This is an optimization exercise on Yosys and OpenROAD, whose aim is small area, a short achievable clock period and few clock cycles per item, not a production implementation. RTL that was checked went through simulation tests only; none was proved equivalent to the original. Only the layout flow was run in run 3; the RTL was not checked for function there.

==> design/flow/design.v <==
module alpha_compositor (
    input  wire         clk,
    input  wire         rst,         
    input  wire         cmd_valid,
    output wire         cmd_ready,
    input  wire [127:0] cmd,
    output reg          rsp_valid,
    input  wire         rsp_ready,
    output wire [47:0]  rsp
);
    function [31:0] csa;
        input [15:0] x;
        input [15:0] y;
        input [15:0] z;
        reg   [15:0] s;
        reg   [15:0] c;
        begin
            s   = x ^ y ^ z;
            c   = (x & y) | (x & z) | (y & z);
            csa = {c[14:0], 1'b0, s};
        end
    endfunction
    function [15:0] wsum;
        input [9:0] F;
        input [9:0] B;
        input [5:0] a;
        reg   [15:0] r0, r1, r2, r3, r4, r5;
        reg   [31:0] t1, t2, t3, t4;
        begin
            r0 = {6'd0, a[0] ? F : B};
            r1 = {5'd0, a[1] ? F : B, 1'd0};
            r2 = {4'd0, a[2] ? F : B, 2'd0};
            r3 = {3'd0, a[3] ? F : B, 3'd0};
            r4 = {2'd0, a[4] ? F : B, 4'd0};
            r5 = {1'd0, a[5] ? F : B, 5'd0};
            t1 = csa(r0, r1, r2);
            t2 = csa(r3, r4, r5);
            t3 = csa(t1[15:0], t1[31:16], t2[15:0]);
            t4 = csa(t3[15:0], t3[31:16], t2[31:16]);
            wsum = t4[15:0] + t4[31:16];
        end
    endfunction
    reg        ready_q;
    assign cmd_ready = ready_q;
    wire       accept = cmd_valid && ready_q;
    wire [7:0] cop = cmd[127:120];
    reg        v1;
    reg [7:0]  op1;
    reg [15:0] a0, a1;          
    reg [5:0]  a2;              
    reg        a2hi;            
    reg        xbad1;           
    reg        chan1, bch1, bpx1, use31;
    always @(posedge clk) begin
        op1   <= cop;
        a0    <= cmd[95:80];
        a1    <= cmd[79:64];
        a2    <= cmd[53:48];
        a2hi  <= cmd[63:54] != 10'd0;
        xbad1 <= (cmd[119:96] != 24'd0) || (cmd[47:0] != 48'd0);
        chan1 <= (cop == 8'h02) || (cop == 8'h04);
        bch1  <= (cop == 8'h04);
        bpx1  <= (cop == 8'h05);
        use31 <= (cop == 8'h04) || (cop == 8'h05);
        v1    <= accept && !rst;
    end
    wire is_nop  = op1 == 8'h00;
    wire is_sqrt = op1 == 8'h01;
    wire is_mch  = op1 == 8'h02;
    wire is_mpx  = op1 == 8'h03;
    wire is_bch  = op1 == 8'h04;
    wire is_bpx  = op1 == 8'h05;
    wire is_uv   = op1 == 8'h08;
    wire is_set  = (op1 == 8'h10) || (op1 == 8'h11);
    wire legal   = is_nop | is_sqrt | is_mch | is_mpx | is_bch | is_bpx | is_uv | is_set;
    wire use2 = is_mch | is_mpx | is_bch | is_bpx;
    wire rsv_bad = xbad1 || (is_nop && a0 != 16'd0) || (!use2 && a1 != 16'd0)
                || (!use31 && (a2hi || a2 != 6'd0));
    wire rng_bad = (is_sqrt && a0[15:12] != 4'd0)
                || (chan1 && (a0[15:6] != 10'd0 || a1[15:6] != 10'd0))
                || (is_bch && a2hi);
    wire [1:0] cause = !legal ? 2'd1 : rsv_bad ? 2'd2 : rng_bad ? 2'd3 : 2'd0;
    wire [15:0] bgpx  = bpx1 ? a1 : 16'd0;
    wire [5:0]  al    = use31 ? a2 : a1[5:0];
    wire        alhi  = use31 ? a2hi : (a1[15:6] != 10'd0);
    wire [5:0]  g_f   = chan1 ? a0[5:0] : a0[10:5];
    wire [5:0]  g_b   = bch1 ? a1[5:0] : bgpx[10:5];
    wire [9:0]  FR, BR, FG, BG, FB, BB;
    ac_sq5 u_fr (.i(a0[15:11]),   .o(FR));
    ac_sq5 u_br (.i(bgpx[15:11]), .o(BR));
    ac_sq6 u_fg (.i(g_f),         .o(FG));
    ac_sq6 u_bg (.i(g_b),         .o(BG));
    ac_sq5 u_fb (.i(a0[4:0]),     .o(FB));
    ac_sq5 u_bb (.i(bgpx[4:0]),   .o(BB));
    wire [15:0] sR = wsum(FR, BR, al);
    wire [15:0] sG = wsum(FG, BG, al);
    wire [15:0] sB = wsum(FB, BB, al);
    wire [15:0] gin = is_sqrt ? {a0[11:0], 4'd0} : sG;
    wire al_hi   = alhi || al == 6'd63;
    wire al_zero = !alhi && al == 6'd0;
    wire [8:0]  uv_th;
    ac_uv_angle u_ang (.f0(a0), .th(uv_th));
    reg [2:0]  kind;
    reg [15:0] side;
    always @(*) begin
        if (cause != 2'd0) begin
            kind = 3'd1; side = {6'd0, op1, cause};
        end else if (is_mch) begin
            kind = 3'd2; side = sG;
        end else if ((is_mpx || is_bpx) && al_hi) begin
            kind = 3'd2; side = a0;
        end else if ((is_mpx || is_bpx) && al_zero) begin
            kind = 3'd2; side = a1;
        end else if (is_mpx || is_bpx) begin
            kind = 3'd3; side = 16'd0;
        end else if (is_sqrt || is_bch) begin
            kind = 3'd4; side = 16'd0;
        end else if (is_uv) begin
            kind = 3'd5; side = {7'd0, uv_th};
        end else begin
            kind = 3'd0; side = 16'd0;
        end
    end
    reg        v2;
    reg [2:0]  kind2;
    reg [15:0] side2;
    reg [9:0]  sR2, sB2;            
    reg [11:0] sG2;                 
    always @(posedge clk) begin
        v2    <= v1 && !rst;
        kind2 <= kind;
        side2 <= side;
        sR2   <= sR[15:6];
        sG2   <= gin[15:4];
        sB2   <= sB[15:6];
    end
    wire [4:0] rR, rB;
    wire [5:0] rG;
    ac_isqrt10 u_qr (.n(sR2), .r(rR));
    ac_isqrt12 u_qg (.n(sG2), .r(rG));
    ac_isqrt10 u_qb (.n(sB2), .r(rB));
    reg [1:0]  kc;
    reg [15:0] pc;
    always @(*) begin
        case (kind2)
            3'd1:    begin kc = 2'd3; pc = side2; end
            3'd2:    begin kc = 2'd1; pc = side2; end
            3'd3:    begin kc = 2'd1; pc = {rR, rG, rB}; end
            3'd4:    begin kc = 2'd1; pc = {10'd0, rG}; end
            3'd5:    begin kc = 2'd2; pc = side2; end
            default: begin kc = 2'd0; pc = side2; end
        endcase
    end
    reg [17:0] qm [0:2];
    reg [1:0]  wp, rp, cnt;
    reg [1:0]  occ;             
    always @(posedge clk) begin
        if (v2)
            qm[wp] <= {kc, pc};
    end
    wire        qne   = cnt != 2'd0;
    wire        have  = qne || v2;
    wire [17:0] nxt   = qne ? qm[rp] : {kc, pc};
    wire [8:0] uqr = qne ? qm[rp][8:0] : side2[8:0];
    wire [17:0] uv;
    ac_uv_table u_tab (.th(uqr), .o(uv));
    wire [8:0] dx = uv[8:0];
    wire [8:0] dy = uv[17:9];
    reg        fault;
    reg [7:0]  s_op;
    reg [1:0]  s_cause;
    reg [15:0] res0;
    reg [8:0]  res1;            
    assign rsp = {s_op, 2'b00, s_cause, 3'b000, fault, {7{res1[8]}}, res1, res0};
    wire [1:0] wp_i  = (wp == 2'd2) ? 2'd0 : wp + 2'd1;
    wire [1:0] rp_i  = (rp == 2'd2) ? 2'd0 : rp + 2'd1;
    wire [1:0] t_wp  = (v2 && qne) ? wp_i : wp;
    wire [1:0] t_rp  = qne ? rp_i : rp;
    wire [1:0] t_cnt = cnt - {1'b0, qne} + {1'b0, v2 && qne};
    wire [1:0] h_wp  = v2 ? wp_i : wp;
    wire [1:0] h_cnt = cnt + {1'b0, v2};
    wire [1:0] occ_a = occ + {1'b0, accept};
    wire       t_rdy = (occ_a - {1'b0, have}) != 2'd3;
    wire       h_rdy = occ_a != 2'd3;
    wire [1:0] t_occ = occ_a - {1'b0, have};
    reg        t_fault;
    reg [7:0]  t_op;
    reg [1:0]  t_cause;
    reg [15:0] t_res0;
    reg [8:0]  t_res1;
    always @(*) begin
        t_fault = fault;
        t_op    = s_op;
        t_cause = s_cause;
        t_res0  = res0;
        t_res1  = res1;
        if (have && !fault) begin
            case (nxt[17:16])
                2'd1: t_res0 = nxt[15:0];
                2'd2: begin
                    t_res0 = {{7{dx[8]}}, dx};
                    t_res1 = dy;
                end
                2'd3: begin
                    t_fault = 1'b1;
                    t_op    = nxt[9:2];
                    t_cause = nxt[1:0];
                end
                default: ;
            endcase
        end
    end
    wire take = !rsp_valid || rsp_ready;
    always @(posedge clk) begin
        if (rst) begin
            wp        <= 2'd0;
            rp        <= 2'd0;
            cnt       <= 2'd0;
            occ       <= 2'd0;
            ready_q   <= 1'b1;
            rsp_valid <= 1'b0;
            fault     <= 1'b0;
            s_op      <= 8'd0;
            s_cause   <= 2'd0;
            res0      <= 16'd0;
            res1      <= 9'd0;
        end else if (take) begin
            wp        <= t_wp;
            rp        <= t_rp;
            cnt       <= t_cnt;
            occ       <= t_occ;
            ready_q   <= t_rdy;
            rsp_valid <= have;
            fault     <= t_fault;
            s_op      <= t_op;
            s_cause   <= t_cause;
            res0      <= t_res0;
            res1      <= t_res1;
        end else begin
            wp        <= h_wp;
            cnt       <= h_cnt;
            occ       <= occ_a;
            ready_q   <= h_rdy;
        end
    end
endmodule
module ac_sq5(i, o);
  input [4:0] i;
  wire [4:0] i;
  output [9:0] o;
  wire [9:0] o;
  wire n0;
  wire n1;
  wire n10;
  wire n11;
  wire n12;
  wire n13;
  wire n14;
  wire n15;
  wire n16;
  wire n17;
  wire n18;
  wire n19;
  wire n2;
  wire n20;
  wire n3;
  wire n4;
  wire n5;
  wire n6;
  wire n7;
  wire n8;
  wire n9;
  assign n7 = ~i[0];
  assign n6 = i[2] & ~(i[1]);
  assign n5 = ~(i[3] ^ i[2]);
  assign n4 = ~n5;
  assign o[4] = n7 ? n6 : n4;
  assign o[2] = i[1] & ~(i[0]);
  assign n3 = ~i[3];
  assign n2 = i[1] & ~(n5);
  assign n1 = n2 & ~(n7);
  assign n0 = n3 & ~(n1);
  assign o[9] = i[4] & ~(n0);
  assign n20 = ~(i[2] ^ i[1]);
  assign o[3] = i[0] & ~(n20);
  assign n19 = i[4] & i[0];
  assign n18 = n5 & ~(n7);
  assign n17 = ~((n18 & i[2]) | n2);
  assign o[5] = ~(n17 ^ n19);
  assign n16 = ~i[2];
  assign n15 = n1 | ~(i[4]);
  assign o[8] = ~((i[3] & n16) | n15);
  assign n14 = ~n0;
  assign n13 = ~(i[4] & i[1]);
  assign n12 = i[1] ? i[4] : i[2];
  assign n11 = n12 & ~(n19);
  assign o[6] = ~((n11 | n3) & (n13 | n14));
  assign n10 = i[3] | ~(i[2]);
  assign n9 = ~i[1];
  assign n8 = i[4] ? n9 : n16;
  assign o[7] = ~((n8 | n3) & (n15 | n10));
  assign o[1:0] = { 1'h0, i[0] };
endmodule
module ac_sq6(i, o);
  input [5:0] i;
  wire [5:0] i;
  output [9:0] o;
  wire [9:0] o;
  wire n0;
  wire n1;
  wire n10;
  wire n11;
  wire n12;
  wire n13;
  wire n14;
  wire n15;
  wire n16;
  wire n17;
  wire n18;
  wire n19;
  wire n2;
  wire n20;
  wire n21;
  wire n22;
  wire n23;
  wire n24;
  wire n25;
  wire n26;
  wire n27;
  wire n28;
  wire n29;
  wire n3;
  wire n30;
  wire n31;
  wire n32;
  wire n33;
  wire n34;
  wire n35;
  wire n36;
  wire n37;
  wire n38;
  wire n39;
  wire n4;
  wire n40;
  wire n41;
  wire n42;
  wire n43;
  wire n44;
  wire n45;
  wire n46;
  wire n47;
  wire n48;
  wire n49;
  wire n5;
  wire n50;
  wire n51;
  wire n52;
  wire n53;
  wire n6;
  wire n7;
  wire n8;
  wire n9;
  assign n51 = ~((n52 | i[5]) & i[2]);
  assign n50 = i[5] & ~(i[3]);
  assign n49 = i[3] & ~(i[5]);
  assign n48 = ~((n50 & n52) | n49);
  assign n47 = ~(n48 & i[4]);
  assign n46 = n51 & ~(n47);
  assign n45 = n32 | n18;
  assign o[7] = ~((n45 & n37) | n46);
  assign o[9] = i[5] & ~(n31);
  assign n44 = n32 & ~(n30);
  assign n43 = n46 | ~(n44);
  assign n42 = ~((n52 | i[4]) & n8);
  assign n41 = n48 & ~(n42);
  assign n40 = ~(o[9] & n17);
  assign n39 = ~((n41 | i[2]) & n40);
  assign o[6] = n43 & ~(n39);
  assign n38 = n13 & ~(n17);
  assign o[1] = i[0] & ~(n38);
  assign n37 = ~i[4];
  assign n36 = i[5] & ~(i[1]);
  assign n35 = ~i[5];
  assign n34 = i[2] & i[3];
  assign n33 = n34 | n35;
  assign n32 = n33 & ~(n36);
  assign n31 = n37 & ~(n32);
  assign n30 = i[4] & i[3];
  assign n29 = n30 & ~(n35);
  assign o[8] = n29 | n31;
  assign o[0] = i[1] & ~(i[0]);
  assign n28 = ~o[0];
  assign n27 = ~(i[2] | i[3]);
  assign n26 = ~(n27 | n34);
  assign n25 = ~n26;
  assign n24 = ~(n34 | i[1]);
  assign n23 = ~(n24 | n27);
  assign n22 = n37 & ~(n23);
  assign n21 = ~(n23 & i[4]);
  assign n20 = ~(n21 & i[0]);
  assign o[3] = ~((n20 | n22) & (n25 | n28));
  assign n19 = ~i[0];
  assign n18 = ~i[3];
  assign n17 = i[2] & ~(i[1]);
  assign n16 = ~(i[4] ^ i[3]);
  assign n15 = n17 & ~(n16);
  assign n14 = n15 | n18;
  assign n13 = i[2] | ~(i[1]);
  assign n12 = n13 | n37;
  assign n11 = ~((n12 & n14) | n19);
  assign n10 = i[5] & ~(n11);
  assign n9 = ~(n10 & i[0]);
  assign n8 = i[1] | ~(i[3]);
  assign n7 = n17 | i[0];
  assign n6 = ~((n7 | n8) & (n16 | n28));
  assign n5 = ~((n11 & n35) | n6);
  assign o[4] = ~(n5 & n9);
  assign o[2] = i[0] ? n26 : n17;
  assign n4 = i[4] & ~(i[0]);
  assign n3 = ~((n4 | i[3]) & (n30 | i[2]));
  assign n2 = n10 & ~(n3);
  assign n1 = ~n3;
  assign n0 = ~((n1 | n10) & i[1]);
  assign n53 = ~((n11 & n36) | n15);
  assign o[5] = ~((n0 | n2) & n53);
  assign n52 = i[0] & i[1];
endmodule
module ac_isqrt12(n, r);
  input [11:0] n;
  wire [11:0] n;
  output [5:0] r;
  wire [5:0] r;
  wire n0;
  wire n1;
  wire n10;
  wire n11;
  wire n12;
  wire n13;
  wire n14;
  wire n15;
  wire n16;
  wire n17;
  wire n18;
  wire n19;
  wire n2;
  wire n20;
  wire n21;
  wire n22;
  wire n23;
  wire n24;
  wire n25;
  wire n26;
  wire n27;
  wire n28;
  wire n29;
  wire n3;
  wire n30;
  wire n31;
  wire n32;
  wire n33;
  wire n34;
  wire n35;
  wire n36;
  wire n37;
  wire n38;
  wire n39;
  wire n4;
  wire n40;
  wire n41;
  wire n42;
  wire n43;
  wire n44;
  wire n45;
  wire n46;
  wire n47;
  wire n48;
  wire n49;
  wire n5;
  wire n50;
  wire n51;
  wire n52;
  wire n53;
  wire n54;
  wire n55;
  wire n56;
  wire n57;
  wire n58;
  wire n59;
  wire n6;
  wire n60;
  wire n61;
  wire n62;
  wire n63;
  wire n64;
  wire n65;
  wire n66;
  wire n67;
  wire n68;
  wire n69;
  wire n7;
  wire n70;
  wire n71;
  wire n72;
  wire n73;
  wire n74;
  wire n75;
  wire n76;
  wire n77;
  wire n78;
  wire n79;
  wire n8;
  wire n80;
  wire n81;
  wire n9;
  assign r[3] = ~n48;
  assign n47 = ~(n[5] | n[4]);
  assign n46 = ~n47;
  assign n45 = ~n53;
  assign n44 = n[11] & ~(n50);
  assign n43 = ~(n55 & n59);
  assign n42 = ~((n43 & n44) | (n48 & n45));
  assign n41 = n61 & ~(n49);
  assign n40 = ~((n48 & r[4]) | n41);
  assign n39 = n40 ^ n[8];
  assign n38 = ~(n39 & r[5]);
  assign n37 = n39 ^ n52;
  assign n36 = n[6] ? n48 : n46;
  assign n35 = r[4] & ~(n36);
  assign n34 = ~r[4];
  assign n33 = ~(n36 & n34);
  assign n32 = n48 | n[6];
  assign n31 = ~((n32 & n[7]) | n41);
  assign n30 = ~((n31 & n33) | n35);
  assign n29 = ~((n30 | n37) & n38);
  assign n28 = n29 & n42;
  assign n27 = n28 ? n48 : n46;
  assign n26 = n27 ^ n[6];
  assign n25 = n26 ^ r[4];
  assign n24 = ~n[4];
  assign n23 = n24 & ~(n28);
  assign n22 = n23 ^ n[5];
  assign n21 = n22 | n48;
  assign n20 = n22 ^ n48;
  assign n19 = n[3] | n[2];
  assign n18 = n[4] ? n28 : n19;
  assign n17 = n20 & ~(n18);
  assign n16 = n21 & ~(n17);
  assign n15 = n25 & ~(n16);
  assign n14 = ~((n26 & r[4]) | n15);
  assign n13 = n33 & ~(n35);
  assign n12 = n13 & ~(n28);
  assign n11 = n12 ^ n31;
  assign n10 = ~(n11 ^ n52);
  assign n9 = n10 & n14;
  assign n8 = n52 & ~(n11);
  assign n7 = n30 ^ n37;
  assign n6 = ~((n39 & n42) | n7);
  assign n5 = n6 | n8;
  assign n4 = ~(n5 | n9);
  assign r[1] = ~n4;
  assign r[2] = ~n28;
  assign n3 = n4 ? n28 : n19;
  assign n2 = n3 ^ n24;
  assign n1 = n2 | n48;
  assign n0 = n18 ^ n20;
  assign n81 = n4 ? n22 : n0;
  assign n80 = n4 | n[2];
  assign n79 = n80 ^ n[3];
  assign n78 = n79 & ~(n28);
  assign n77 = ~(n[1] | n[0]);
  assign n76 = n[2] ? r[1] : n77;
  assign n75 = n28 & ~(n79);
  assign n74 = n76 & ~(n75);
  assign n73 = ~n2;
  assign n72 = ~((n73 | r[3]) & (n74 | n78));
  assign n71 = ~((n72 & n1) | (n81 & n34));
  assign n70 = ~n26;
  assign n69 = n16 ^ n25;
  assign n68 = n4 ? n70 : n69;
  assign n67 = ~((n68 | n52) & (n81 | n34));
  assign n66 = n6 | ~(n11);
  assign n65 = n10 ^ n14;
  assign n64 = ~((n65 & n66) | (n68 & n52));
  assign r[0] = ~((n67 | n71) & n64);
  assign n63 = ~(n[8] | n[9]);
  assign n62 = ~n63;
  assign r[4] = n[10] ? n[11] : n62;
  assign n61 = ~(n[7] | n[6]);
  assign n60 = ~(n61 | n[8]);
  assign n59 = ~n60;
  assign n58 = ~(n[8] & n[9]);
  assign n57 = n[10] & ~(n[11]);
  assign n56 = ~(n57 & n[9]);
  assign n55 = n56 & n58;
  assign n54 = ~n55;
  assign n53 = ~((r[4] & n63) | n54);
  assign n52 = ~(n[11] | n[10]);
  assign r[5] = ~n52;
  assign n51 = ~((r[5] & n53) | n59);
  assign n50 = ~(n63 ^ n[10]);
  assign n49 = n[11] ? n50 : n58;
  assign n48 = n49 & ~(n51);
endmodule
module ac_isqrt10(n, r);
  input [9:0] n;
  wire [9:0] n;
  output [4:0] r;
  wire [4:0] r;
  wire n0;
  wire n1;
  wire n10;
  wire n11;
  wire n12;
  wire n13;
  wire n14;
  wire n15;
  wire n16;
  wire n17;
  wire n18;
  wire n19;
  wire n2;
  wire n20;
  wire n21;
  wire n22;
  wire n23;
  wire n24;
  wire n25;
  wire n26;
  wire n27;
  wire n28;
  wire n29;
  wire n3;
  wire n30;
  wire n31;
  wire n32;
  wire n33;
  wire n34;
  wire n35;
  wire n36;
  wire n37;
  wire n38;
  wire n39;
  wire n4;
  wire n40;
  wire n41;
  wire n42;
  wire n43;
  wire n44;
  wire n45;
  wire n46;
  wire n47;
  wire n48;
  wire n49;
  wire n5;
  wire n50;
  wire n51;
  wire n6;
  wire n7;
  wire n8;
  wire n9;
  assign n43 = ~((n44 & n47) | (n0 & n17));
  assign n42 = n12 | ~(n13);
  assign n41 = r[1] & ~(n42);
  assign n40 = n41 ^ n10;
  assign n39 = ~((n40 | n36) & (n0 | n17));
  assign n38 = n9 ? n19 : n3;
  assign n37 = ~((n40 & n36) | n38);
  assign r[0] = ~((n39 | n43) & n37);
  assign n36 = ~(n[8] | n[9]);
  assign r[4] = ~n36;
  assign n35 = ~n[7];
  assign n34 = ~n[9];
  assign n33 = ~(n[8] | n[6]);
  assign r[3] = ~((n33 & n35) | (n[8] & n34));
  assign n32 = ~(n[5] | n[4]);
  assign n31 = n[7] ? n34 : n33;
  assign n30 = n[8] & n[9];
  assign n29 = ~(n30 | n31);
  assign n28 = n32 & ~(n[6]);
  assign n27 = n33 ^ n35;
  assign n26 = n[9] & ~(n27);
  assign n25 = ~n26;
  assign r[2] = ~((n25 & n28) | n29);
  assign n24 = r[2] & n32;
  assign n23 = ~(n[8] & n[6]);
  assign n22 = n28 & ~(n34);
  assign n21 = n31 | ~(n33);
  assign n20 = n21 & ~(n22);
  assign n19 = ~((n23 | n24) & n20);
  assign n18 = ~(n19 | n36);
  assign n17 = ~r[3];
  assign n16 = ~n29;
  assign n15 = ~(n[3] | n[2]);
  assign n14 = n[4] ? n16 : n15;
  assign n13 = n17 | ~(n14);
  assign n12 = n17 & ~(n14);
  assign n11 = r[2] & ~(n[4]);
  assign n10 = n11 ^ n[5];
  assign n9 = ~((n10 | n12) & n13);
  assign n8 = n[9] | ~(n[7]);
  assign n7 = n28 & ~(n8);
  assign n6 = n33 | n35;
  assign n5 = n32 | n[8];
  assign n4 = ~((n5 | n6) & (n25 | n28));
  assign n3 = n4 | n7;
  assign n2 = ~((n22 & n35) | n3);
  assign r[1] = ~((n9 | n18) & n2);
  assign n1 = r[1] ? n15 : r[2];
  assign n0 = n1 ^ n[4];
  assign n51 = r[1] & ~(n[3]);
  assign n50 = ~n[3];
  assign n49 = ~n15;
  assign n48 = r[1] ? n49 : n50;
  assign n47 = ~((n51 | r[2]) & n48);
  assign n46 = n[0] | n[2];
  assign n45 = ~(n46 | n[1]);
  assign n44 = ~((n48 | r[2]) & n45);
endmodule
module ac_uv_angle(f0, th);
  input [15:0] f0;
  wire [15:0] f0;
  output [8:0] th;
  wire [8:0] th;
  wire n0;
  wire n1;
  wire n10;
  wire n11;
  wire n12;
  wire n13;
  wire n14;
  wire n15;
  wire n16;
  wire n17;
  wire n18;
  wire n19;
  wire n2;
  wire n20;
  wire n21;
  wire n22;
  wire n23;
  wire n24;
  wire n25;
  wire n26;
  wire n27;
  wire n28;
  wire n29;
  wire n3;
  wire n30;
  wire n31;
  wire n32;
  wire n33;
  wire n34;
  wire n35;
  wire n36;
  wire n37;
  wire n38;
  wire n39;
  wire n4;
  wire n40;
  wire n41;
  wire n42;
  wire n43;
  wire n5;
  wire n6;
  wire n7;
  wire n8;
  wire n9;
  assign n26 = f0[14] & f0[8];
  assign n25 = ~(f0[13] | f0[7]);
  assign n24 = f0[12] & f0[6];
  assign n23 = ~f0[5];
  assign n22 = ~(f0[4] | f0[11]);
  assign n21 = f0[4] ^ f0[11];
  assign n20 = ~((n21 & n23) | n22);
  assign n19 = f0[12] ^ f0[6];
  assign n18 = ~((n19 & n20) | n24);
  assign n17 = f0[13] ^ f0[7];
  assign n16 = ~((n17 & n18) | n25);
  assign n15 = f0[14] ^ f0[8];
  assign n14 = ~((n15 & n16) | n26);
  assign n13 = f0[15] ^ f0[9];
  assign n12 = ~(n13 ^ n14);
  assign n11 = n19 ^ n20;
  assign n10 = n11 & ~(n12);
  assign n9 = n15 ^ n16;
  assign n8 = ~(n21 ^ f0[5]);
  assign n7 = n8 | n9;
  assign n6 = n17 ^ n18;
  assign n5 = n6 & f0[10];
  assign n4 = n13 & ~(n14);
  assign n3 = ~((f0[15] & f0[9]) | n4);
  assign n2 = n6 ^ f0[10];
  assign n1 = n2 & ~(n3);
  assign n0 = ~(n1 | n5);
  assign n43 = n8 ^ n9;
  assign n42 = n43 & ~(n0);
  assign n41 = n7 & ~(n42);
  assign n40 = ~(n11 ^ n12);
  assign n39 = n40 & ~(n41);
  assign n38 = ~(n39 | n10);
  assign n37 = ~(n2 ^ n3);
  assign n36 = n37 & n38;
  assign n35 = ~(n43 ^ n0);
  assign n34 = n35 | n36;
  assign n33 = n40 ^ n41;
  assign n32 = n34 & ~(n33);
  assign n31 = ~(n37 | n38);
  assign n30 = n35 & ~(n31);
  assign th[8] = n32 & ~(n30);
  assign n29 = ~(n31 | n36);
  assign th[7] = ~(n29 ^ n32);
  assign th[6] = ~(n33 ^ n34);
  assign n28 = ~n30;
  assign n27 = n29 | n32;
  assign th[5] = ~((n27 | n28) & n34);
  assign th[4] = ~f0[4];
  assign th[3:0] = f0[3:0];
endmodule
module ac_uv_table(th, o);
  input [8:0] th;
  wire [8:0] th;
  output [17:0] o;
  wire [17:0] o;
  wire n0;
  wire n1;
  wire n10;
  wire n100;
  wire n101;
  wire n102;
  wire n103;
  wire n104;
  wire n105;
  wire n106;
  wire n107;
  wire n108;
  wire n109;
  wire n11;
  wire n110;
  wire n111;
  wire n112;
  wire n113;
  wire n114;
  wire n115;
  wire n116;
  wire n117;
  wire n118;
  wire n119;
  wire n12;
  wire n120;
  wire n121;
  wire n122;
  wire n123;
  wire n124;
  wire n125;
  wire n126;
  wire n127;
  wire n128;
  wire n129;
  wire n13;
  wire n130;
  wire n131;
  wire n132;
  wire n133;
  wire n134;
  wire n135;
  wire n136;
  wire n137;
  wire n138;
  wire n139;
  wire n14;
  wire n140;
  wire n141;
  wire n142;
  wire n143;
  wire n144;
  wire n145;
  wire n146;
  wire n147;
  wire n148;
  wire n149;
  wire n15;
  wire n150;
  wire n151;
  wire n152;
  wire n153;
  wire n154;
  wire n155;
  wire n156;
  wire n157;
  wire n158;
  wire n159;
  wire n16;
  wire n160;
  wire n161;
  wire n162;
  wire n163;
  wire n164;
  wire n165;
  wire n166;
  wire n167;
  wire n168;
  wire n169;
  wire n17;
  wire n170;
  wire n171;
  wire n172;
  wire n173;
  wire n174;
  wire n175;
  wire n176;
  wire n177;
  wire n178;
  wire n179;
  wire n18;
  wire n180;
  wire n181;
  wire n182;
  wire n183;
  wire n184;
  wire n185;
  wire n186;
  wire n187;
  wire n188;
  wire n189;
  wire n19;
  wire n190;
  wire n191;
  wire n192;
  wire n193;
  wire n194;
  wire n195;
  wire n196;
  wire n197;
  wire n198;
  wire n199;
  wire n2;
  wire n20;
  wire n200;
  wire n201;
  wire n202;
  wire n203;
  wire n204;
  wire n205;
  wire n206;
  wire n207;
  wire n208;
  wire n209;
  wire n21;
  wire n210;
  wire n211;
  wire n212;
  wire n213;
  wire n214;
  wire n215;
  wire n216;
  wire n217;
  wire n218;
  wire n219;
  wire n22;
  wire n220;
  wire n221;
  wire n222;
  wire n223;
  wire n224;
  wire n225;
  wire n226;
  wire n227;
  wire n228;
  wire n229;
  wire n23;
  wire n230;
  wire n231;
  wire n232;
  wire n233;
  wire n234;
  wire n235;
  wire n236;
  wire n237;
  wire n238;
  wire n239;
  wire n24;
  wire n240;
  wire n241;
  wire n242;
  wire n243;
  wire n244;
  wire n245;
  wire n246;
  wire n247;
  wire n248;
  wire n249;
  wire n25;
  wire n250;
  wire n251;
  wire n252;
  wire n253;
  wire n254;
  wire n255;
  wire n256;
  wire n257;
  wire n258;
  wire n259;
  wire n26;
  wire n260;
  wire n261;
  wire n262;
  wire n263;
  wire n264;
  wire n265;
  wire n266;
  wire n267;
  wire n268;
  wire n269;
  wire n27;
  wire n270;
  wire n271;
  wire n272;
  wire n273;
  wire n274;
  wire n275;
  wire n276;
  wire n277;
  wire n278;
  wire n279;
  wire n28;
  wire n280;
  wire n281;
  wire n282;
  wire n283;
  wire n284;
  wire n285;
  wire n286;
  wire n287;
  wire n29;
  wire n3;
  wire n30;
  wire n31;
  wire n32;
  wire n33;
  wire n34;
  wire n35;
  wire n36;
  wire n37;
  wire n38;
  wire n39;
  wire n4;
  wire n40;
  wire n41;
  wire n42;
  wire n43;
  wire n44;
  wire n45;
  wire n46;
  wire n47;
  wire n48;
  wire n49;
  wire n5;
  wire n50;
  wire n51;
  wire n52;
  wire n53;
  wire n54;
  wire n55;
  wire n56;
  wire n57;
  wire n58;
  wire n59;
  wire n6;
  wire n60;
  wire n61;
  wire n62;
  wire n63;
  wire n64;
  wire n65;
  wire n66;
  wire n67;
  wire n68;
  wire n69;
  wire n7;
  wire n70;
  wire n71;
  wire n72;
  wire n73;
  wire n74;
  wire n75;
  wire n76;
  wire n77;
  wire n78;
  wire n79;
  wire n8;
  wire n80;
  wire n81;
  wire n82;
  wire n83;
  wire n84;
  wire n85;
  wire n86;
  wire n87;
  wire n88;
  wire n89;
  wire n9;
  wire n90;
  wire n91;
  wire n92;
  wire n93;
  wire n94;
  wire n95;
  wire n96;
  wire n97;
  wire n98;
  wire n99;
  assign n260 = ~th[6];
  assign n259 = ~th[5];
  assign n258 = ~th[3];
  assign n257 = ~((n258 & n259) | n260);
  assign n256 = ~((th[4] & th[6]) | th[7]);
  assign n255 = n256 & ~(n257);
  assign n254 = ~n255;
  assign n253 = ~(th[4] | th[5]);
  assign n252 = th[7] & ~(n253);
  assign n251 = ~((th[6] & th[7]) | n252);
  assign n250 = ~th[8];
  assign n249 = n252 & n257;
  assign n248 = n250 & ~(n249);
  assign n247 = ~n248;
  assign n246 = ~((n251 & n254) | n247);
  assign n245 = ~n246;
  assign n244 = n258 & ~(n246);
  assign n243 = n251 & ~(th[8]);
  assign n242 = n243 ^ th[4];
  assign n241 = ~n242;
  assign n240 = n241 ^ n244;
  assign n239 = n246 ^ th[3];
  assign n238 = ~(th[1] | th[2]);
  assign n237 = n238 & ~(th[0]);
  assign n236 = n237 | n239;
  assign n235 = n236 & ~(n240);
  assign n234 = ~(n243 & th[4]);
  assign n233 = ~((n241 | n244) & n234);
  assign n232 = n233 ^ th[5];
  assign n231 = n232 & n235;
  assign n230 = n246 ^ th[6];
  assign n229 = n259 & ~(n233);
  assign n228 = n230 ^ n229;
  assign n227 = ~n228;
  assign n226 = n231 ? n230 : n227;
  assign n225 = ~n226;
  assign n224 = ~n236;
  assign n223 = ~n237;
  assign n222 = n239 & ~(n223);
  assign n221 = n222 | ~(n240);
  assign n220 = n221 ? n235 : n224;
  assign n219 = ~th[0];
  assign n218 = th[1] & ~(th[0]);
  assign n217 = th[0] ? th[1] : th[2];
  assign n216 = n218 | ~(n217);
  assign n215 = n239 ? n219 : n216;
  assign n214 = n215 | n220;
  assign n213 = th[0] & ~(th[1]);
  assign n212 = ~(n218 | n213);
  assign n211 = n239 & ~(n212);
  assign n210 = th[1] & th[0];
  assign n209 = th[0] ? th[2] : th[1];
  assign n208 = n209 & ~(n210);
  assign n207 = n239 | ~(n208);
  assign n206 = n211 | ~(n207);
  assign n205 = n232 ^ n235;
  assign n204 = ~((n206 & n220) | n205);
  assign n203 = ~n205;
  assign n202 = n236 & ~(n222);
  assign n201 = th[0] & ~(th[2]);
  assign n200 = n201 & ~(th[1]);
  assign n199 = n202 & ~(n200);
  assign n198 = ~((n199 & n220) | n203);
  assign n197 = th[0] & th[2];
  assign n196 = th[1] & ~(n197);
  assign n195 = ~n196;
  assign n194 = ~((n195 | n239) & n240);
  assign n193 = n239 & ~(th[1]);
  assign n192 = n193 | n201;
  assign n191 = ~(n192 | n194);
  assign n190 = n240 & ~(n239);
  assign n189 = th[2] & ~(n213);
  assign n188 = ~((n189 | n201) & n190);
  assign n187 = ~(n188 | n191);
  assign n186 = n221 & ~(n235);
  assign n185 = ~n186;
  assign n184 = n236 & ~(n221);
  assign n183 = ~n184;
  assign n182 = n197 | n212;
  assign n181 = ~((n182 | n183) & (n209 | n185));
  assign n180 = ~(n181 | n187);
  assign n179 = ~((n180 & n198) | (n204 & n214));
  assign n178 = n232 & ~(n240);
  assign n177 = ~(th[1] | th[0]);
  assign n176 = ~n177;
  assign n175 = ~(th[0] | th[2]);
  assign n174 = ~(n197 | n175);
  assign n173 = n176 & ~(n174);
  assign n172 = ~th[1];
  assign n171 = n172 & ~(n175);
  assign n170 = ~(n171 | n173);
  assign n169 = ~(n189 | n200);
  assign n168 = n169 & ~(n218);
  assign n167 = ~(n168 | n170);
  assign n166 = n167 | n210;
  assign n165 = n202 & ~(n166);
  assign n164 = ~(n165 & n178);
  assign n163 = n225 ? n179 : n164;
  assign n162 = th[1] & th[2];
  assign n161 = n162 & ~(n219);
  assign n160 = ~n161;
  assign n159 = ~(n160 & n242);
  assign n158 = n239 & ~(n159);
  assign n157 = ~(n210 | n175);
  assign n156 = n157 | th[5];
  assign n155 = n156 | ~(n158);
  assign n154 = ~(n232 & n240);
  assign n153 = n239 ? th[0] : n171;
  assign n152 = n239 & ~(n172);
  assign n151 = n152 | ~(n178);
  assign n150 = ~((n151 | n196) & (n153 | n154));
  assign n149 = ~n173;
  assign n148 = ~(n158 | n232);
  assign n147 = n240 | n239;
  assign n146 = ~((n147 | n149) & n148);
  assign n145 = ~(n146 | n191);
  assign n144 = ~(n145 | n150);
  assign n143 = n227 ? n155 : n144;
  assign o[9] = n245 ? n143 : n163;
  assign n142 = n232 & ~(n190);
  assign n141 = ~n142;
  assign n140 = n226 | n205;
  assign n139 = n185 & ~(n140);
  assign n138 = ~n139;
  assign n137 = ~((n138 | n245) & (n141 | n260));
  assign n136 = n248 & ~(n255);
  assign n135 = th[2] & ~(n210);
  assign n134 = ~((n135 | n196) & n176);
  assign n133 = ~(n134 & n202);
  assign n132 = n133 | n193;
  assign n131 = n220 & ~(n132);
  assign n130 = n175 | n238;
  assign n129 = n130 | n161;
  assign n128 = n239 ? n212 : n129;
  assign n127 = n220 ? n169 : n128;
  assign n126 = n226 ? n131 : n127;
  assign n125 = n201 | ~(n166);
  assign n124 = n186 & ~(n170);
  assign n123 = ~((n125 & n184) | n124);
  assign n122 = ~n190;
  assign n121 = ~n157;
  assign n120 = ~((n121 | n122) & n228);
  assign n119 = n205 & ~(n120);
  assign n118 = ~((n119 & n123) | (n126 & n203));
  assign n117 = ~n232;
  assign n116 = ~n210;
  assign n115 = ~th[2];
  assign n114 = n115 ? th[1] : n177;
  assign n113 = ~n114;
  assign n112 = ~((n113 & n116) | n147);
  assign n111 = n239 & ~(n242);
  assign n110 = ~n111;
  assign n109 = ~((n174 & n116) | n110);
  assign n108 = n109 | ~(n188);
  assign n107 = ~((n108 | n112) & n117);
  assign n106 = th[2] & ~(n239);
  assign n105 = n106 ^ n172;
  assign n104 = n105 | n154;
  assign n103 = n167 & n178;
  assign n102 = n103 | n227;
  assign n101 = n104 & ~(n102);
  assign n100 = n230 | n229;
  assign n99 = n238 & ~(n100);
  assign n98 = ~((n99 & n259) | (n101 & n107));
  assign n97 = n245 ? n98 : n118;
  assign n96 = ~((n97 | o[9]) & n136);
  assign n95 = n135 & ~(n239);
  assign n94 = ~(n95 | n220);
  assign n93 = n217 | ~(n202);
  assign n92 = ~n168;
  assign n91 = n239 ? th[0] : n92;
  assign n90 = ~((n91 & n220) | (n93 & n94));
  assign n89 = n208 ^ n239;
  assign n88 = th[2] & ~(th[1]);
  assign n87 = ~(n88 | n173);
  assign n86 = th[2] ? n219 : n172;
  assign n85 = ~((n86 | n185) & (n87 | n183));
  assign n84 = ~((n89 & n220) | n85);
  assign n83 = ~((n84 | n205) & n225);
  assign n82 = ~((n90 & n205) | n83);
  assign n81 = ~(n162 ^ n239);
  assign n80 = n81 ^ n157;
  assign n79 = n114 & n190;
  assign n78 = n115 & ~(n212);
  assign n77 = n78 | n88;
  assign n76 = ~((n77 | n110) & (n91 | n240));
  assign n75 = ~((n76 | n79) & n117);
  assign n74 = ~n174;
  assign n73 = n106 ? n212 : n74;
  assign n72 = ~((n73 | n154) & n228);
  assign n71 = n72 | ~(n75);
  assign n70 = ~((n80 & n178) | n71);
  assign n69 = n245 ? n70 : n82;
  assign n68 = n69 & n96;
  assign n67 = n136 & ~(n68);
  assign n66 = ~n220;
  assign n65 = n174 | n205;
  assign n64 = n169 | n205;
  assign n63 = n212 & ~(n197);
  assign n62 = ~((n63 & n205) | n202);
  assign n61 = ~((n62 & n64) | (n65 & n152));
  assign n60 = ~n239;
  assign n59 = n239 & ~(n176);
  assign n58 = ~((n59 | n115) & (n223 | n60));
  assign n57 = ~((n58 & n205) | n220);
  assign n56 = ~(n133 & n207);
  assign n55 = ~((n56 | n140) & (n57 | n226));
  assign n54 = ~((n61 | n66) & n55);
  assign n53 = n177 | n239;
  assign n52 = n88 | n53;
  assign n51 = ~(n211 | n240);
  assign n50 = ~n240;
  assign n49 = ~((n176 & th[2]) | n50);
  assign n48 = n49 & ~(n59);
  assign n47 = n48 | n232;
  assign n46 = ~((n51 & n52) | n47);
  assign n45 = n239 & ~(n162);
  assign n44 = ~((n167 | n239) & n50);
  assign n43 = ~((n45 & n209) | n44);
  assign n42 = n134 & n239;
  assign n41 = ~((n42 | n194) & n232);
  assign n40 = ~((n41 | n43) & n228);
  assign n39 = n40 | n46;
  assign n38 = n245 ? n39 : n54;
  assign n37 = ~(n38 | n67);
  assign n36 = n136 & ~(n37);
  assign n35 = n220 & ~(n49);
  assign n34 = n78 | ~(n202);
  assign n33 = ~(n34 & n35);
  assign n32 = ~((n200 | n202) & n66);
  assign n31 = n132 & ~(n32);
  assign n30 = ~(n31 | n140);
  assign n29 = n141 & ~(n226);
  assign n28 = ~((n29 & n198) | (n30 & n33));
  assign n27 = ~(n106 | n240);
  assign n26 = n45 | ~(n27);
  assign n25 = ~((n110 | n238) & (n160 | n50));
  assign n24 = ~(n25 | n117);
  assign n23 = ~((n24 & n26) | (n148 & n221));
  assign n22 = n23 | n227;
  assign n21 = n245 ? n22 : n28;
  assign n20 = ~((n21 | n36) & n136);
  assign n19 = ~(n198 | n226);
  assign n18 = ~((n35 | n186) & n19);
  assign n17 = n228 & ~(n148);
  assign n16 = ~((n141 | n27) & n17);
  assign n15 = n245 ? n16 : n18;
  assign n14 = n20 & ~(n15);
  assign n13 = n14 | ~(n136);
  assign o[16] = n13 ^ n137;
  assign o[15] = ~(n15 ^ n20);
  assign o[14] = n21 ^ n36;
  assign n12 = n238 | ~(n45);
  assign n11 = ~(n12 | n218);
  assign n10 = n50 & ~(n11);
  assign n9 = n94 | ~(n10);
  assign n8 = n239 & ~(n114);
  assign n7 = n95 | ~(n240);
  assign n6 = ~((n7 | n8) & n232);
  assign n5 = n9 & ~(n6);
  assign n4 = ~((n129 | n60) & n27);
  assign n3 = n111 & ~(n237);
  assign n2 = ~(n3 | n232);
  assign n1 = ~((n2 & n4) | n227);
  assign n0 = n1 & ~(n5);
  assign n287 = ~((n11 | n70) & n220);
  assign n286 = ~((n113 | n185) & (n135 | n183));
  assign n285 = n286 | ~(n287);
  assign n284 = n3 | ~(n205);
  assign n283 = ~((n12 & n35) | n284);
  assign n282 = n283 | n226;
  assign n281 = ~((n285 & n203) | n282);
  assign n280 = n245 ? n0 : n281;
  assign o[13] = ~(n280 ^ n36);
  assign o[12] = n38 ^ n67;
  assign o[11] = n69 ^ n96;
  assign n279 = n136 & o[9];
  assign o[10] = n97 ^ n279;
  assign o[0] = n245 ? n163 : n143;
  assign n278 = ~n243;
  assign n277 = n245 ? n118 : n98;
  assign n276 = ~((n277 | o[0]) & n243);
  assign n275 = n245 ? n82 : n70;
  assign n274 = ~((n275 & n276) | n278);
  assign n273 = n245 ? n54 : n39;
  assign n272 = ~(n273 | n274);
  assign n271 = n243 & ~(n272);
  assign n270 = n245 ? n28 : n22;
  assign n269 = ~((n270 | n271) & n243);
  assign n268 = n245 ? n18 : n16;
  assign n267 = n269 & ~(n268);
  assign n266 = n267 | ~(n243);
  assign n265 = n142 & ~(n245);
  assign n264 = n139 ? n245 : n265;
  assign o[7] = n264 ^ n266;
  assign o[6] = ~(n268 ^ n269);
  assign o[5] = n270 ^ n271;
  assign n263 = n245 ? n281 : n0;
  assign o[4] = ~(n263 ^ n271);
  assign o[3] = n273 ^ n274;
  assign o[2] = n275 ^ n276;
  assign n262 = o[0] & n243;
  assign o[1] = n277 ^ n262;
  assign n261 = n13 & n137;
  assign o[17] = n136 & ~(n261);
  assign o[8] = ~((n264 & n267) | n278);
endmodule
==> design/flow/flow/run.sh <==
#!/bin/bash
# The standard layout, with sky130_fd_sc_hd__buf_2 as the buffer that
# buffer_ports puts on every input and output port.
set -euo pipefail
export BUFFER_PORTS_ARGS="-buffer_cell sky130_fd_sc_hd__buf_2"
bash standard.sh > standard_flow.log 2>&1
==> design/flow/standard.sh <==
#!/bin/bash
# synth_recipe.tcl (not shown) runs the flow's synth.tcl, then flattens the netlist and writes it again
# the make line also repeats each setting of config.mk as NAME=value (left out here)
make -C /OpenROAD-flow-scripts/flow DESIGN_CONFIG=/design/flow/config.mk WORK_HOME=/design/flow/orfs CLKGATE_MAP_FILE= SYNTH_SCRIPT=/design/flow/synth_recipe.tcl "${@:-finish}"
==> design/flow/config.mk <==
export PLATFORM = sky130hd
export DESIGN_NAME = alpha_compositor
export DESIGN_NICKNAME = alpha_compositor
export VERILOG_FILES = /design/flow/design.v
export SDC_FILE = /design/flow/constraint.sdc
export NUM_CORES = 4
export LEC_CHECK = 0
export ABC_AREA = 1
export CAP_MARGIN = 20
export CORE_MARGIN = 2
export CORE_UTILIZATION = 60
export SLEW_MARGIN = 20
==> design/flow/constraint.sdc <==
create_clock -name core_clock -period 33.0 [get_ports {clk}]
set_input_delay 6.6000 -clock core_clock [delete_from_list [all_inputs] [get_ports {clk}]]
set_output_delay 6.6000 -clock core_clock [all_outputs]
set_load 0.01 [all_outputs]
==> flow_summary_export.csv, run 1 <==
group,metric,value,unit
cells_and_area,area_growth,11.08,%
cells_and_area,fin_area,19890,sq um
die,start_util,60.75,%
yosys,ys_types,69,
clock_tree,cts_root_buffer,"clkbuf_16",
yosys,syn_area_per_cell,7.204,sq um
die,row_count,63,
yosys,postSynthCellCount,2486,
worst_setup_path,cpMaxStageDelayCell,"nor2_1",
yosys,synth_seq_cells,207,
placed_design,place_area,19030,sq um
clock_tree,cts_setup_buffers,0,
clock_tree,clk_pin_slew,0.06,ns
clock_tree,cts_resized,0,
yosys,synthArstFlopShare,0,%
cells_and_area,fillCellCount,2600,
worst_setup_path,cp-start-kind,"primary input",
clock_tree,cts_buffer_depth,3,
yosys,synth_common_cells,"555 x nand2_1, 382 x inv_1, 323 x o21ai_0, 183 x nor2_1, 153 x dfxtp_1",
yosys,synth_most_common_cell,"nand2_1",
worst_setup_path,setup.worst_path.class,"in2reg",
cells_and_area,fin_util,67.48,%
clock_tree,clk_latency,0.54,ns
sta,period_share,25.90,%
placed_design,port-buffer-count,176,
sta,setup-violations-final,0,
sta,maxSlewViolCount,0,
die,core,29480,sq um
job,cap_violations,0,
sta,tightestPinTransition,0.9552,ns
yosys,synth_top_area_cell,"dfxtp_1",
cells_and_area,drive_above_1_share,11.66,%
worst_setup_path,rrSetupSlack,25.16,ns
detailed_routing,vias,17340,
placed_design,dp_hpwl,40.17,mm
cells_and_area,nets,2982,
clock_tree,htreeDepth,1,
die,die_area,31250,sq um
worst_setup_path,cp_max_fo,16,
detailed_routing,wl,51.46,mm
placed_design,place_ws,24.01,ns
global_routing,grt_pass1_vias,16470,
detailed_routing,drc_errors,0,
detailed_routing,avgViaCountPerCell,5.721,
placed_design,routabilityCongestion,0.9759,
yosys,synthFlopType,"dfxtp_1",
die,die_h,176.8,um
global_routing,grt_pass1_wl,82.12,mm
yosys,yosysWarnings,1,
detailed_routing,post_drt_wl_per_cell,16.98,um
sta,rsz0062_at_grt,"false",
clock_tree,cts_buffers,24,
worst_setup_path,cpPeakStageDelay,0.75,ns
sta,timing.fmax,117.0,MHz
sta,finalWorstSetupSlack,24.45,ns
yosys,synth_top_area_share,17.10,%
yosys,syn_area,17910,sq um
global_routing,antenna_found_initial,0,
worst_setup_path,endpoint_kind,"flip-flop",
die,die_w,176.8,um
sta,hold_viol_final,0,
cells_and_area,num_antenna_cells,0,
yosys,synth_area_leaders,"dfxtp_1 17%, nand2_1 12%, fa_1 11%",
detailed_routing,detail_route.iter0.violations,1427,
die,num_io_pins,182,
clock_tree,numClockSinks,207,
clock_tree,postCtsHoldBufs,0,
worst_setup_path,cp_cell_sequence,"buf_2, nor2_1, inv_1, nand3_1, nor2_1, clkinv_1, a21oi_4, o21ai_1, nand2_1, inv_1",
yosys,synth_edf_count,54,
yosys,ys_seq_area_share,26.16,%
global_routing,grt_max_degree,42,
global_routing,grt.total_usage,32.80,%
worst_setup_path,crit_required,33.44,ns
detailed_routing,ant_nets,0,
clock_tree,cts_tree,"yes",
run_status,status,"complete, no violations",
worst_hold_path,hold_class,"reg2reg",
worst_setup_path,arrival,8.99,ns
sta,slew_headroom,35.32,%
sta,tns,0,ns
detailed_routing,firstDrtPassIters,6,
sta,finClkSkew,0.03111,ns
sta,period_minus_slack,8.547,ns
global_routing,overflow,0,
-- placed cells by master, fill, tap and decap left out, types with 12 or more instances in the layout --
| master | synthesis | final |
|---|---|---|
| xor2_1 | 27 | 27 |
| o21ai_1 | 19 | 17 |
| buf_4 | 15 | 15 |
| ha_1 | 125 | 125 |
| inv_1 | 382 | 382 |
| nor4_1 | 30 | 30 |
| a21oi_1 | 97 | 97 |
| o21ai_0 | 323 | 320 |
| nand3_1 | 89 | 89 |
| o21ai_2 | 8 | 13 |
| a31oi_1 | 12 | 12 |
| o22ai_1 | 12 | 12 |
| nor3_1 | 21 | 19 |
| nor2_1 | 183 | 183 |
| edfxtp_1 | 54 | 54 |
| buf_2 | 3 | 176 |
| clkbuf_16 | 0 | 25 |
| nand2_1 | 555 | 555 |
| dfxtp_1 | 153 | 153 |
| or2_2 | 18 | 18 |
| o211ai_1 | 34 | 34 |
| fa_1 | 102 | 102 |
-- metrics by stage --
stage | hold WS (ns) | instances
2_1_floorplan | 0.3883 | 2490
3_3_place_gp | 0.3949 | 2987
3_5_place_dp | 0.4103 | 2987
4_1_cts | 0.4191 | 3031
5_1_grt | 0.4398 | 3031
6_report | 0.4160 | 3031
-- logic make-up (layout without fill, tap and decap cells) --
family	Yosys count	after routing	synth area share [%]
compound gates	585	585	18.82
xor+xnor	37	37	1.810
fa+ha+maj	227	227	20.14
buf+inv	483	634	10.64
flops	207	207	26.16
mux	6	6	0.3493
other cells	1	5	0.02094
simple gates	940	940	22.07
-- registers in the layout, summed over array words and instances, names as in the netlist, 10 cells and up, named ones only --
register  flops
qm           54
res0         16
sR2          10
sG2          12
a0           16
sB2          10
side2        16
a1           16
-- final cells by class --
type	count	area, sq um	share of cell area (%)
multi-input cells	1800	11360	57.12
flip-flops and latches	207	4684	23.55
inverters	399	1500	7.541
repair buffers	191	993.5	4.994
clock buffers	31	669.4	3.365
well taps	390	488.0	2.453
clock inverters	13	195.2	0.9812
-- metal layers --
layer	vias up	track usage, %	share of wire [%]
met5	-	0	0
met4	0	15.39	4.6
met3	145	3.479	7.2
met2	790	57.29	48
met1	7991	40.68	40
li1	8414	-	-
-- path summary, 6_finish.rpt --
kind              from  endpoint  depth (start not counted)
max          rsp_ready   res0[9]                         10
min                 v1        v2                          2
max reg2reg     cnt[1]   res1[8]                         32
min reg2reg         v1        v2                          2
-- critical path: cells and delay by family --
kind | cells | cell delay, ns
AOI/OAI and AO/OA | 2 | 0.48
buffers and inverters | 4 | 0.84
and+or+nand+nor | 4 | 1.08
Testbench counts, summed over its fixed seeds: cycles 18,018, items 18,000.
==> run 2: changes to the inputs <==
--- a/design/flow/config.mk
+++ b/design/flow/config.mk
@@ -11,2 +11,2 @@
 export CORE_UTILIZATION = 60
-export SLEW_MARGIN = 20
+export SLEW_MARGIN = 70
==> run 2 against run 1 <==
Area after synthesis did not move. Global-route usage rose by 0.28 points. Flip-flop and latch count did not move. First-iteration DRC count fell by 3.6%. Die area did not move. Cell area rose by 1.3%. Sequential share of layout area fell by 0.28 points. Synthesized cell count did not move. Maximum frequency rose by 7.2%. Critical endpoint unchanged. Largest cell class unchanged.
==> flow_summary_export.csv, run 2 <==
group,metric,value,unit
yosys,synth_top_area_cell,"dfxtp_1",
global_routing,grt.total_usage,33.09,%
worst_setup_path,r2r_start,"cnt[1]",
worst_setup_path,crit_start,"rsp_ready",
sta,maxSlewViolCount,0,
worst_setup_path,cp_cell_sequence,"buf_2, nor2_1, inv_1, nand3_1, nor2_4, clkinv_1, a21oi_4, o21ai_1, nand2_1, inv_1",
yosys,synth_most_common_cell,"nand2_1",
die,die_w,176.8,um
clock_tree,postCtsHoldBufs,0,
detailed_routing,drc_errors,0,
detailed_routing,wl,51.68,mm
sta,period_share,24.16,%
worst_setup_path,arrival,8.40,ns
placed_design,dp_hpwl,40.60,mm
yosys,postSynthCellCount,2486,
die,core,29480,sq um
die,row_count,63,
detailed_routing,avgViaCountPerCell,5.737,
cells_and_area,largest_reg_flops,54,
cells_and_area,regMostFlops,"qm",
worst_setup_path,cp-start-kind,"primary input",
worst_setup_path,critPathMostFrequentCell,"inv_1",
clock_tree,clk_latency,0.53,ns
worst_setup_path,cpPeakStageDelay,0.36,ns
placed_design,port-buffer-count,176,
cells_and_area,layout_commonest_cell,"nand2_1",
worst_setup_path,cp_max_fo,16,
clock_tree,numClockSinks,207,
placed_design,dp_cells,2994,
sta,finClkSkew,0.02248,ns
global_routing,overflow,0,
detailed_routing,vias,17420,
clock_tree,cts_tree,"yes",
die,num_io_pins,182,
sta,tns,0,ns
worst_hold_path,hold_class,"reg2reg",
clock_tree,cts_resized,0,
cells_and_area,area_growth,12.56,%
yosys,yosysWarnings,1,
worst_setup_path,endpoint_kind,"flip-flop",
sta,rsz0062_at_grt,"false",
clock_tree,cts_setup_buffers,0,
placed_design,routabilityCongestion,0.9759,
cells_and_area,fin_util,68.38,%
clock_tree,clk_pin_slew,0.06,ns
global_routing,antenna_found_initial,0,
yosys,synth_area_leaders,"dfxtp_1 17%, nand2_1 12%, fa_1 11%",
yosys,ys_seq_area_share,26.16,%
detailed_routing,firstDrtPassIters,6,
sta,timing.fmax,125.4,MHz
run_status,status,"complete, no violations",
yosys,synthArstFlopShare,0,%
sta,setup-violations-final,0,
clock_tree,cts_buffers,23,
detailed_routing,detail_route.iter0.violations,1376,
clock_tree,htreeDepth,1,
job,cap_violations,0,
worst_setup_path,crit_required,33.43,ns
cells_and_area,drive_above_1_share,14.02,%
cells_and_area,nets,2989,
sta,finalWorstSetupSlack,25.03,ns
die,start_util,60.75,%
detailed_routing,ant_nets,0,
cells_and_area,final_cells,3037,
detailed_routing,post_drt_wl_per_cell,17.02,um
yosys,ys_types,69,
yosys,synth_edf_count,54,
yosys,synth_top_area_share,17.10,%
yosys,synthFlopType,"dfxtp_1",
yosys,syn_area,17910,sq um
worst_setup_path,cpMaxStageDelayCell,"clkinv_1",
clock_tree,cts_root_buffer,"clkbuf_16",
placed_design,place_ws,24.45,ns
cells_and_area,num_antenna_cells,0,
global_routing,grt_pass1_wl,83.20,mm
die,die_h,176.8,um
global_routing,grt_max_degree,42,
sta,period_minus_slack,7.973,ns
die,die_area,31250,sq um
yosys,syn_area_per_cell,7.204,sq um
clock_tree,cts_buffer_depth,3,
worst_setup_path,setup.worst_path.class,"in2reg",
global_routing,grt_pass1_vias,16810,
yosys,synth_common_cells,"555 x nand2_1, 382 x inv_1, 323 x o21ai_0, 183 x nor2_1, 153 x dfxtp_1",
cells_and_area,mostFrequentLayoutCells,"554 x nand2_1, 375 x inv_1, 298 x o21ai_0",
sta,hold_viol_final,0,
yosys,synth_seq_cells,207,
worst_hold_path,min_from,"v1",
[run 2: cell type report]
class | count | area [sq um]
well taps | 390 | 488.0
repair buffers | 199 | 1052
inverters | 399 | 1504
clock buffers | 32 | 680.7
fillers | 2537 | 9323
flip-flops and latches | 207 | 4691
clock inverters | 10 | 105.1
multi-input cells | 1800 | 11640
[run 2: kinds of logic after synthesis]
| kind of cell | synth area share [%] |
|---|---|
| AND/OR/NAND/NOR | 22.07 |
| AO/OA/AOI/OAI | 18.82 |
| buffers and inverters | 10.64 |
| adder cells (fa/ha/maj) | 20.14 |
| flip-flops | 26.16 |
| XOR/XNOR | 1.810 |
| multiplexers | 0.3493 |
| other | 0.02094 |
[run 2: path summary, 6_finish.rpt]
path / to / slack [ns] / cells after the start
setup / recovery: res0[9] / 25.03 / 10
hold / removal: v2 / 0.41 / 2
setup reg to reg: res1[8] / 25.76 / 37
hold reg to reg: v2 / 0.41 / 2
[run 2: metal layers]
metal / vias to the layer above / global-route usage (%) / wire [um]
met2: 759 / 57.76 / 24840
met4: 0 / 15.19 / 2406
met1: 8091 / 41.24 / 20920
met5: - / 0 / 0
met3: 151 / 3.415 / 3523
li1: 8423 / - / -
[run 2: metrics by stage]
stage / hold WS (ns) / cell area, sq um
after floorplan: 0.3883 / 17920
after global placement: 0.3949 / 19030
after detailed placement: 0.4023 / 19300
after CTS: 0.4115 / 20080
after global routing: 0.4563 / 20160
final: 0.4095 / 20160
[run 2: critical path: cells and delay by family]
family	cells	cell delay [ns]
AO/OA/AOI/OAI	2	0.43
buffers and inverters	4	0.63
AND/OR/NAND/NOR	4	0.74
==> run 3: changes to the inputs <==
--- a/design/flow/design.v
+++ b/design/flow/design.v
@@ -185,30 +185,22 @@
     wire [1:0] t_occ = occ_a - {1'b0, have};
-    reg        t_fault;
-    reg [7:0]  t_op;
-    reg [1:0]  t_cause;
-    reg [15:0] t_res0;
-    reg [8:0]  t_res1;
-    always @(*) begin
-        t_fault = fault;
-        t_op    = s_op;
-        t_cause = s_cause;
-        t_res0  = res0;
-        t_res1  = res1;
-        if (have && !fault) begin
-            case (nxt[17:16])
-                2'd1: t_res0 = nxt[15:0];
-                2'd2: begin
-                    t_res0 = {{7{dx[8]}}, dx};
-                    t_res1 = dy;
-                end
-                2'd3: begin
-                    t_fault = 1'b1;
-                    t_op    = nxt[9:2];
-                    t_cause = nxt[1:0];
-                end
-                default: ;
-            endcase
+    wire [1:0] nk   = nxt[17:16];
+    wire       live = have && !fault;
+    wire       upd0 = live && (nk == 2'd1 || nk == 2'd2);
+    wire       upd1 = live && (nk == 2'd2);
+    wire       updf = live && (nk == 2'd3);
+    wire [15:0] r0n = (nk == 2'd2) ? {{7{dx[8]}}, dx} : nxt[15:0];
+    wire take = !rsp_valid || rsp_ready;
+    always @(posedge clk) begin
+        if (rst || (take && upd0)) res0 <= rst ? 16'd0 : r0n;
+    end
+    always @(posedge clk) begin
+        if (rst || (take && upd1)) res1 <= rst ? 9'd0 : dy;
+    end
+    always @(posedge clk) begin
+        if (rst || (take && updf)) begin
+            fault   <= !rst;
+            s_op    <= rst ? 8'd0 : nxt[9:2];
+            s_cause <= rst ? 2'd0 : nxt[1:0];
         end
     end
-    wire take = !rsp_valid || rsp_ready;
     always @(posedge clk) begin
@@ -221,7 +213,2 @@
             rsp_valid <= 1'b0;
-            fault     <= 1'b0;
-            s_op      <= 8'd0;
-            s_cause   <= 2'd0;
-            res0      <= 16'd0;
-            res1      <= 9'd0;
         end else if (take) begin
@@ -233,7 +220,2 @@
             rsp_valid <= have;
-            fault     <= t_fault;
-            s_op      <= t_op;
-            s_cause   <= t_cause;
-            res0      <= t_res0;
-            res1      <= t_res1;
         end else begin
==> run 3 against run 2 <==
Sequential share of layout area increased by 1.7 points. Register-to-register slack worse by 0.19 ns. Cell area grew 0.51%. First-iteration DRC count decreased by 5.7%. Routed wire length shrank 1.7%.
==> flow_summary_export.csv, run 3 <==
group,metric,value,unit
worst_setup_path,cpMaxStageDelayCell,"edfxtp_1",
yosys,synth_top_area_cell,"edfxtp_1",
worst_setup_path,rr_worst_depth,33,
sta,period_share,23.64,%
clock_tree,clk_pin_slew,0.06,ns
detailed_routing,drc_errors,0,
yosys,synth_most_common_cell,"nand2_1",
sta,rsz0062_at_grt,"false",
yosys,synth_edf_count,90,
worst_setup_path,crit_family,"flip-flops",
worst_setup_path,arrival,1.20,ns
clock_tree,cts_buffer_depth,3,
yosys,postSynthCellCount,2439,
sta,finClkSkew,0.02075,ns
cells_and_area,fin_util,68.54,%
detailed_routing,detail_route.iter0.violations,1297,
worst_hold_path,min_path_cells,2,
detailed_routing,wl,50.83,mm
global_routing,grt_max_degree,45,
yosys,synth_area_leaders,"edfxtp_1 15%, dfxtp_1 13%, nand2_1 12%",
global_routing,grt_pass1_vias,16780,
yosys,synth_common_cells,"571 x nand2_1, 382 x inv_1, 286 x o21ai_0, 182 x nor2_1, 125 x ha_1",
cells_and_area,drive_above_1_share,14.14,%
run_status,status,"complete, no violations",
yosys,synthFlopType,"dfxtp_1",
global_routing,overflow,0,
detailed_routing,firstDrtPassIters,5,
cells_and_area,regMostFlops,"qm",
yosys,synth_xor_area_share,1.710,%
detailed_routing,post_drt_wl_per_cell,16.94,um
die,core,29560,sq um
detailed_routing,ant_nets,0,
sta,setup-violations-final,0,
sta,tns,0,ns
yosys,synth-simple-area-share,22.67,%
clock_tree,htreeDepth,1,
cells_and_area,layout_commonest_cell,"nand2_1",
worst_setup_path,cp-start-kind,"flip-flop",
clock_tree,cts_tree,"yes",
global_routing,grt.total_usage,32.68,%
placed_design,place_area,19320,sq um
yosys,syn_area,17930,sq um
global_routing,antenna_found_initial,0,
worst_setup_path,endpoint_kind,"output port",
die,start_util,60.65,%
yosys,synthArstFlopShare,0,%
sta,hold_ws,0.4395,ns
yosys,yosysWarnings,1,
global_routing,grt_pass1_wl,81.90,mm
placed_design,port-buffer-count,176,
worst_setup_path,setup.worst_path.class,"reg2out",
worst_setup_path,cp_cell_sequence,"buf_2",
die,die_area,31280,sq um
yosys,synth_top_family_by_area,"simple AND/OR/NAND/NOR gates",
cells_and_area,mostFrequentLayoutCells,"569 x nand2_1, 373 x inv_1, 264 x o21ai_0",
cells_and_area,fin_area,20260,sq um
clock_tree,cts_resized,0,
worst_setup_path,crit_cells,1,
die,die_h,176.9,um
placed_design,routabilityCongestion,1.038,
clock_tree,cts_buffers,25,
yosys,synth_top_area_share,15.08,%
job,cap_violations,0,
worst_setup_path,path_buf_inv,1,
yosys,muxShareOfSynthArea,0.06281,%
worst_setup_path,crit_required,26.40,ns
cells_and_area,largest_reg_flops,54,
detailed_routing,avgViaCountPerCell,5.682,
sta,hold_viol_final,0,
worst_hold_path,hold_class,"reg2reg",
die,die_w,176.9,um
clock_tree,cts_setup_buffers,0,
clock_tree,clk_latency,0.57,ns
sta,maxSlewViolCount,0,
worst_setup_path,cp_max_fo,8,
cells_and_area,num_antenna_cells,0,
clock_tree,cts_root_buffer,"clkbuf_16",
clock_tree,postCtsHoldBufs,0,
clock_tree,numClockSinks,207,
yosys,synth_compound_area_share,16.80,%
die,row_count,63,
worst_setup_path,cpPeakStageDelay,0.47,ns
sta,timing.fmax,128.2,MHz
yosys,synth_fa_ha_area_share,20.11,%
die,num_io_pins,182,
yosys,ys_seq_area_share,28.14,%
sta,period_minus_slack,7.800,ns
cells_and_area,area_growth,13.02,%
yosys,ys_types,63,
cells_and_area,nets,2950,
placed_design,dp_hpwl,39.84,mm
yosys,syn_area_per_cell,7.350,sq um
detailed_routing,vias,17050,
yosys,synth_seq_cells,207,
[run 3: changes by cell type after synthesis, sizes merged, moves of 9 or more]
| cell | before | now |
|---|---|---|
| a21oi | 102 | 91 |
| dfxtp | 153 | 117 |
| edfxtp | 54 | 90 |
| nand2 | 565 | 580 |
| nand3 | 92 | 101 |
| o211ai | 34 | 24 |
| o21ai | 352 | 309 |
[run 3: final cells by class]
cell class	count	area, sq um
multi-input cells	1759	11300
fillers	2476	9299
flip-flops and latches	207	5056
inverters	398	1500
repair buffers	200	1062
clock buffers	28	636.9
well taps	390	488.0
clock inverters	18	212.7
[run 3: metrics by stage]
step | setup slack [ns] | std cells
2_1_floorplan | 24.59 | 2443
3_3_place_gp | 24.88 | 2941
3_5_place_dp | 25.09 | 2953
4_1_cts | 25.17 | 2999
5_1_grt | 25.06 | 3000
6_report | 25.20 | 3000
[run 3: routing by layer]
metal  GRT usage [%]  routed length (um)  up-vias
met1           38.63               19950     7866
li1                -                   -     8312
met3           4.768                3435      176
met5               0                   0        -
met2           58.28               24880      691
met4           15.50                2551        0
[run 3: kinds of logic (layout without fill, tap and decap cells)]
| logic type | after synthesis | in the layout |
|---|---|---|
| flip-flops | 207 | 207 |
| XOR/XNOR | 35 | 35 |
| AO/OA/AOI/OAI | 523 | 523 |
| multiplexers | 1 | 1 |
| other | 1 | 5 |
| AND/OR/NAND/NOR | 968 | 968 |
| buffers and inverters | 477 | 644 |
| adder cells (fa/ha/maj) | 227 | 227 |
[run 3: worst register-to-register path: cells and delay by family (launching register included)]
family / cells / cell delay (ns)
AOI/OAI and AO/OA: 3 / 0.44
and+or+nand+nor: 17 / 2.82
buffers and inverters: 5 / 1.12
DFF: 1 / 0.41
adders and majority gates: 8 / 2.38
[run 3: worst paths after layout]
check | from | endpoint | slack, ns
min reg2reg | v1 | v2 | 0.44
max reg2reg | cnt[1] | res1[7] | 25.57
max | res1[8] | rsp[29] | 25.20
min | v1 | v2 | 0.44

[port drivers added, routing unchanged]
How much do the figures lean on ideal ports? The routed layouts below were timed once more, with nothing changed but the port constraints. Step 1 sets driving cells, clkbuf_16 on the clock port and buf_2 on the other inputs (assumed; they add their load-dependent delay and slew). Step 2 times the ports against the registers' clock, not the clock port: input delays grow and output delays shrink by t, the midpoint of the rising clock arrivals with the driver on. Three values: no drivers, after step 1, after step 2; two values: the first two.
run	t (ns)	slack for setup (ns)	clock arrival spread, ns	worst data-port slew with drivers (ns)
run 1	0.581	24.453 / 24.483 / 23.902	0.032 / 0.031	0.07
run 2	0.570	25.027 / 25.058 / 24.489	0.023 / 0.023	0.08
run 3	0.611	25.200 / 25.147 / 25.093	0.020 / 0.021	0.05
After both steps every run listed still meets setup and hold. For run 1, which loses most, drivers alone change the setup slack by +0.030 ns; drivers and shift together by -0.551 ns.
